This design comes from an exercise in tuning for small area and a short achievable clock period on the open sky130 flow, not from production work.
RTL that was checked went through simulation tests only; none was proved equivalent to the original.
No activity file was given, so power comes from the tool's default toggle rates.

== trial 60 ==
Design bit_twiddle, start of the top module:
module bit_twiddle (
    input  wire         clk,
    input  wire         rst,
    input  wire         in_valid,
    input  wire [5:0]   cmd,
    input  wire [127:0] value,
    input  wire [127:0] distance,
    output reg          out_valid,
    output reg  [1:0]   status,
    output reg  [127:0] result
);
clock: 9.0 ns
lec_check: 0
cap_margin: 40
cell_pad_in_sites_detail_placement: 1
cell_pad_in_sites_global_placement: 1
core_margin: 2
core_utilization: 50
place_density: 0.72
setup_slack_margin: 5
slew_margin: 40
standard.sh (not shown) runs the stock make flow with config.mk's settings and CLKGATE_MAP_FILE= SYNTH_SCRIPT=/design/flow/synth_recipe.tcl, a recipe that flattens the netlist after the stock synthesis.
==> flow/flow/run.sh <==
#!/bin/bash
set -euo pipefail
bash standard.sh "BUFFER_PORTS_ARGS=-buffer_cell sky130_fd_sc_hd__buf_1" SETUP_SLACK_MARGIN=5.4 finish > standard.log 2>&1
Status: trial 60 FAILED at 5_1_grt (tool error)
Input-level comparison between trial 44 and trial 60:
- PLACE_DENSITY changed from 0.72 to 0.65
- CORE_UTILIZATION changed from 50 to 40
- GPL_TIMING_DRIVEN newly set to 0
- CTS_BUF_LIST newly set to sky130_fd_sc_hd__clkbuf_8
==> comparison <==
- Trial 44 did not make it past 5_1_grt, where a tool error ended it.
- NOTE number of setup buffers added after CTS trial 60->trial 44 increased by more than a quarter
- Going from trial 60 to trial 44, number of cells in the design after placement higher, starting utilization of the core area lower, async set-or-reset flop fraction in the synthesized netlist roughly the same, HPWL after detailed placement higher, number of unique standard cell types used by synthesis roughly the same.
- Re post-synthesis share of cell area spent on xor and xnor gates: no difference whatsoever between trial 60 and trial 44.
- Diff trial 60 -> trial 44 | die width | up by more than 10%
- As far as multiplexer fraction of the synthesized cell area goes, trial 44 and trial 60 are indistinguishable; the numbers are identical.
No functional check of the RTL was part of any run of this note.

* * *

== alpha ==
bit_twiddle, a different RTL version from the one above (not shown whole).
Size: ~3300 cells after synthesis, roughly 400 I/O pins.
clock: 9.0 ns
lec_check: 0
cap_margin: 40
cell_pad_in_sites_detail_placement: 1
cell_pad_in_sites_global_placement: 1
core_margin: 2
core_utilization: 40
place_density: 0.65
setup_slack_margin: 4
slew_margin: 40
==> flow/flow/run.sh <==
#!/bin/bash
# Layout flow: the standard flow (standard.sh: the standard synthesis,
# floorplan, placement, CTS, routing), except that the ports are buffered
# with plain buffers (buf_1) instead of the delay buffers buffer_ports picks
# by default. Every input and output port still gets its own buffer.
set -euo pipefail
bash standard.sh "BUFFER_PORTS_ARGS=-buffer_cell sky130_fd_sc_hd__buf_1" finish > standard.log 2>&1
In summary, alpha completed successfully, with a layout that passed the timing, DRC and antenna checks.
Setup changes, alpha to beta
- swapping 4 for 5 in SETUP_SLACK_MARGIN
==> flow/flow/run.sh <==
#!/bin/bash
set -euo pipefail
bash standard.sh "BUFFER_PORTS_ARGS=-buffer_cell sky130_fd_sc_hd__buf_1" SETUP_SLACK_MARGIN=5.4 finish > standard.log 2>&1
==> notes.md <==
Looking at start point of the critical path, the value[56] result is from beta; the s1_w[0] one comes from alpha. In beta relative to alpha, number of clock-tree buffers in the layout had gone up by more than 10%. On leakage power total, alpha beats beta. Per the comparison of beta with alpha, combinational power now larger; power of the sequential group neither gained nor lost much; worst setup slack now sits higher; critical path depth in cells saw a decrease. The final layout from beta, which completed every stage, passed the timing, DRC and antenna checks at the end of the flow.
## Diff of input files: gamma against beta
==> flow/flow/run.sh <==
#!/bin/bash
# Layout flow: the standard flow (standard.sh: the standard synthesis,
# floorplan, placement, CTS, routing), except that the ports are buffered
# with plain buffers (buf_1) instead of the delay buffers buffer_ports picks
# by default. Every input and output port still gets its own buffer.
set -euo pipefail
bash standard.sh "BUFFER_PORTS_ARGS=-buffer_cell sky130_fd_sc_hd__buf_1" finish > standard.log 2>&1
==> notes.md <==
Of gamma and beta, it is gamma that has the higher total routing resource utilization after global routing.
Status: filler cell count parity (beta, gamma)
gamma reports a lower number of global-route vias before repair than beta does.
The count of placed standard cells including taps on beta is in line with that on gamma.
gamma vs beta: via count normalized by instance count up
Clock skew, gamma and beta: smaller value in gamma
## Diff of input files: delta against gamma
==> flow/flow/run.sh <==
#!/bin/bash
set -euo pipefail
bash standard.sh "BUFFER_PORTS_ARGS=-buffer_cell sky130_fd_sc_hd__buf_1" SETUP_SLACK_MARGIN=5.5 finish > standard.log 2>&1
- The final layouts of gamma and delta pass the timing, DRC and antenna checks.
- Number of cells on the worst reg-to-reg path: delta vs gamma up 2
- Between gamma and delta, cell area after placement is lower for gamma, delta comes in above that.
- Relative contribution of combinational cells to total power: delta higher than gamma
- [compare] base=gamma new=delta: final cell count higher, summed area of non-filler cells in the final layout rose by 9.5%.
- Measured against delta, the fmax of gamma comes out at 0.908 times the reference value.
- Per the comparison of delta with gamma, number of diodes went down 3, combinational power went up about 18%, utilization went up 4.5 points.
Setup changes, delta to epsilon
- CELL_PAD_IN_SITES_GLOBAL_PLACEMENT changed from 1 to 2
- CORE_UTILIZATION changed from 40 to 55
- CELL_PAD_IN_SITES_DETAIL_PLACEMENT changed from 1 to 2
- PLACE_DENSITY changed from 0.65 to 0.7
==> flow/flow/run.sh <==
#!/bin/bash
set -euo pipefail
bash standard.sh "BUFFER_PORTS_ARGS=-buffer_cell sky130_fd_sc_hd__buf_1" SETUP_SLACK_MARGIN=6.0 finish > standard.log 2>&1
==> notes.md <==
epsilon did not finish; a tool error ended it in global placement without I/O (3_1_place_gp_skip_io).
Diff delta..epsilon | number of synthesized flops with an enable pin | unchanged
Comparing epsilon against delta, there is no change at all in post-synthesis cell area.
When epsilon is set beside delta, its y dimension of the die turns out to be 37 um smaller.
From delta to epsilon, unique cell type count in the Yosys netlist did not move at all.
Against delta, die width in epsilon fell by more than 10%.
In the tables for epsilon and delta, floorplan row count reads higher with delta.
Against delta, epsilon reports a initial core utilization that is higher.

* * *

== P ==
bit_twiddle again, from the RTL that the note above started with.
==> flow/config.mk <==
export PLATFORM = sky130hd
export DESIGN_NAME = bit_twiddle
export DESIGN_NICKNAME = bit_twiddle
export VERILOG_FILES = /design/flow/design.v
export SDC_FILE = /design/flow/constraint.sdc
export NUM_CORES = 4
export LEC_CHECK = 0
export ABC_CLOCK_PERIOD_IN_PS = 3400
export CAP_MARGIN = 40
export CELL_PAD_IN_SITES_DETAIL_PLACEMENT = 2
export CELL_PAD_IN_SITES_GLOBAL_PLACEMENT = 2
export CORE_MARGIN = 2
export CORE_UTILIZATION = 30
export PLACE_DENSITY = 0.55
export SETUP_SLACK_MARGIN = 5
export SLEW_MARGIN = 40
==> flow/constraint.sdc <==
create_clock -name core_clock -period 9.0 [get_ports {clk}]
set_input_delay 1.8000 -clock core_clock [delete_from_list [all_inputs] [get_ports {clk}]]
set_output_delay 1.8000 -clock core_clock [all_outputs]
set_load 0.01 [all_outputs]
==> flow/flow/run.sh <==
#!/bin/bash
# Layout flow: the standard flow (standard.sh: the standard synthesis,
# floorplan, placement, CTS, routing), except that the ports are buffered
# with plain buffers (buf_1) instead of the delay buffers buffer_ports picks
# by default. Every input and output port still gets its own buffer.
set -euo pipefail
bash standard.sh "BUFFER_PORTS_ARGS=-buffer_cell sky130_fd_sc_hd__buf_1" finish > standard.log 2>&1
Input-level comparison between Q and P:
-- flow/flow/run.sh --
<<< P, line 6
set -euo pipefail
bash standard.sh "BUFFER_PORTS_ARGS=-buffer_cell sky130_fd_sc_hd__buf_1" finish > standard.log 2>&1
>>> Q, line 6
set -euo pipefail
bash standard.sh "BUFFER_PORTS_ARGS=-buffer_cell sky130_fd_sc_hd__buf_1" SETUP_SLACK_MARGIN=5.4 finish > standard.log 2>&1
==> flow/config.mk <==
export PLATFORM = sky130hd
export DESIGN_NAME = bit_twiddle
export DESIGN_NICKNAME = bit_twiddle
export VERILOG_FILES = /design/flow/design.v
export SDC_FILE = /design/flow/constraint.sdc
export NUM_CORES = 4
export LEC_CHECK = 0
export CAP_MARGIN = 40
export CELL_PAD_IN_SITES_DETAIL_PLACEMENT = 1
export CELL_PAD_IN_SITES_GLOBAL_PLACEMENT = 1
export CORE_MARGIN = 2
export CORE_UTILIZATION = 40
export PLACE_DENSITY = 0.65
export SETUP_SLACK_MARGIN = 5
export SLEW_MARGIN = 40
For Q, the launching instance or port of the critical path was value[56], unlike P, where it was s1_value[43]. Sort P and Q by post-placement cell area, ascending, and Q comes first. Detailed-routing wirelength on met1 for Q: 15 mm down relative to P. Going from P to Q, total number of cells along the worst setup path shrinks by 3. The maximum frequency in Q sits 9.5% above the value recorded for P. In the metrics for P and Q, the one carrying the lower non-clock buffer count is P. Compared to P, Q has routed via count divided by cell count about 6% higher. In the tables for P and Q, area growth from synthesis to layout reads higher with Q. P → Q: delay of the slowest cell on the worst path has decreased; overall power after layout flat.
Inputs modified between Q and R:
==> flow/flow/run.sh <==
#!/bin/bash
set -euo pipefail
bash standard.sh "BUFFER_PORTS_ARGS=-buffer_cell sky130_fd_sc_hd__buf_1" SETUP_SLACK_MARGIN=6.0 finish > standard.log 2>&1
==> flow/config.mk <==
export PLATFORM = sky130hd
export DESIGN_NAME = bit_twiddle
export DESIGN_NICKNAME = bit_twiddle
export VERILOG_FILES = /design/flow/design.v
export SDC_FILE = /design/flow/constraint.sdc
export NUM_CORES = 4
export LEC_CHECK = 0
export ABC_CLOCK_PERIOD_IN_PS = 3400
export CAP_MARGIN = 40
export CELL_PAD_IN_SITES_DETAIL_PLACEMENT = 2
export CELL_PAD_IN_SITES_GLOBAL_PLACEMENT = 2
export CORE_MARGIN = 2
export CORE_UTILIZATION = 30
export PLACE_DENSITY = 0.55
export SETUP_SLACK_MARGIN = 5
export SLEW_MARGIN = 40
Notes after the runs:
R reached the final stage; the timing, DRC and antenna checks on its layout passed.
R vs. Q: total power climbed about 9%, wire length picked up an extra 20%, count of vias placed by the detailed router grew by 4.6%, number of antenna violations at the first check in global routing decreased 4, total CTS buffers now sits higher.
R vs Q: clock buffer instance count of the final layout up by a little under 10%
On final critical-path required period, R does worse than Q.
The inputs of S differ from those of R as listed below.
==> flow/flow/run.sh <==
#!/bin/bash
set -euo pipefail
bash standard.sh "BUFFER_PORTS_ARGS=-buffer_cell sky130_fd_sc_hd__buf_1" SETUP_SLACK_MARGIN=5.4 finish > standard.log 2>&1
==> flow/config.mk <==
export PLATFORM = sky130hd
export DESIGN_NAME = bit_twiddle
export DESIGN_NICKNAME = bit_twiddle
export VERILOG_FILES = /design/flow/design.v
export SDC_FILE = /design/flow/constraint.sdc
export NUM_CORES = 4
export LEC_CHECK = 0
export CAP_MARGIN = 40
export CELL_PAD_IN_SITES_DETAIL_PLACEMENT = 1
export CELL_PAD_IN_SITES_GLOBAL_PLACEMENT = 1
export CORE_MARGIN = 2
export CORE_UTILIZATION = 45
export PLACE_DENSITY = 0.68
export SETUP_SLACK_MARGIN = 5
export SLEW_MARGIN = 40
==> notes.md <==
- S supports a higher top clock frequency than R.
- For the initial core utilization, S came in 15 points higher than R did.
- Routed wire length (S vs. R) decreases by a little under 10%
--- input diff S..T ---
==> flow/flow/run.sh <==
#!/bin/bash
set -euo pipefail
bash standard.sh "BUFFER_PORTS_ARGS=-buffer_cell sky130_fd_sc_hd__buf_1" SETUP_SLACK_MARGIN=5.7 finish > standard.log 2>&1
-- flow/config.mk --
<<< S, line 11
export CORE_MARGIN = 2
export CORE_UTILIZATION = 45
export PLACE_DENSITY = 0.68
export SETUP_SLACK_MARGIN = 5
>>> T, line 11
export CORE_MARGIN = 2
export CORE_UTILIZATION = 40
export PLACE_DENSITY = 0.65
export SETUP_SLACK_MARGIN = 5
Notes after the runs:
[T] total number of placement rows rose 6 relative to S. From S to T the numbers moved as follows: ratio of final minimum period to clock period dropped 0.93 points, fraction of final layout cells sized beyond drive strength 1 climbed 10 points, synthesized cell count barely changed. T vs S: non-clock buffer count up in T. Sequential portion of the cell area in T is 1.7 points lower than in S.

* * *

bit_twiddle again, from the RTL that the note above started with.
Design bit_twiddle, start of the top module:
module bit_twiddle (
    input  wire         clk,
    input  wire         rst,
    input  wire         in_valid,
    input  wire [5:0]   cmd,
    input  wire [127:0] value,
    input  wire [127:0] distance,
    output reg          out_valid,
    output reg  [1:0]   status,
    output reg  [127:0] result
);
Settings: LEC_CHECK=0, CAP_MARGIN=40, CELL_PAD_IN_SITES_DETAIL_PLACEMENT=1, CELL_PAD_IN_SITES_GLOBAL_PLACEMENT=1, CORE_MARGIN=2, CORE_UTILIZATION=40, PLACE_DENSITY=0.65, SETUP_SLACK_MARGIN=5, SLEW_MARGIN=40; clock period 9.0 ns.
==> flow/flow/run.sh <==
#!/bin/bash
set -euo pipefail
bash standard.sh "BUFFER_PORTS_ARGS=-buffer_cell sky130_fd_sc_hd__buf_1" SETUP_SLACK_MARGIN=6.0 finish > standard.log 2>&1
Next try:
==> flow/flow/run.sh (replaced) <==
#!/bin/bash
set -euo pipefail
bash standard.sh "BUFFER_PORTS_ARGS=-buffer_cell sky130_fd_sc_hd__buf_1" SETUP_SLACK_MARGIN=5.2 finish > standard.log 2>&1
- synthesized cell count stays the same
- sequential share of layout area goes up by 2.8 points
- setup slack loses 0.13 ns
- critical path depth stays the same
- routed wire length went down by 10%

[static timing again, ports no longer ideal]
Ports are ideal in the flow. The routed layouts listed here were re-timed in OpenROAD. Step 1 assumes that a clkbuf_16 drives the clock port and a buf_2 every other input. Step 2 also shifts input and output timing later by t, the mid clock arrival at the registers, as if the neighbouring blocks saw the same clock. a / b / c = ideal ports / drivers / drivers and shift; a / b = the first two.
run | shift t [ns] | setup WS [ns] | worst setup path at the end | worst slew at a driven data input, ns | pins driven straight from the clock port
alpha | 0.669 | 4.287 / 4.287 / 4.287 | register to register | 0.06 | 1
beta | 0.645 | 5.254 / 5.267 / 4.623 | input to register | 0.09 | 1
gamma | 0.641 | 4.894 / 4.894 / 4.462 | input to register | 0.07 | 1
delta | 0.664 | 5.271 / 5.274 / 4.653 | input to register | 0.09 | 1
P | 0.674 | 4.899 / 4.899 / 4.341 | input to register | 0.07 | 1
Q | 0.645 | 5.254 / 5.267 / 4.623 | input to register | 0.09 | 1
R | 0.650 | 5.089 / 5.089 / 4.648 | input to register | 0.10 | 1
S | 0.631 | 5.151 / 5.151 / 4.573 | input to register | 0.08 | 1
T | 0.637 | 5.235 / 5.247 / 4.610 | input to register | 0.09 | 1
the first run of note 4 | 0.635 | 5.257 / 5.257 / 4.673 | input to register | 0.10 | 1
the second run of note 4 | 0.625 | 5.124 / 5.124 / 4.538 | input to register | 0.07 | 1
After both steps setup and hold are still met in every run listed.
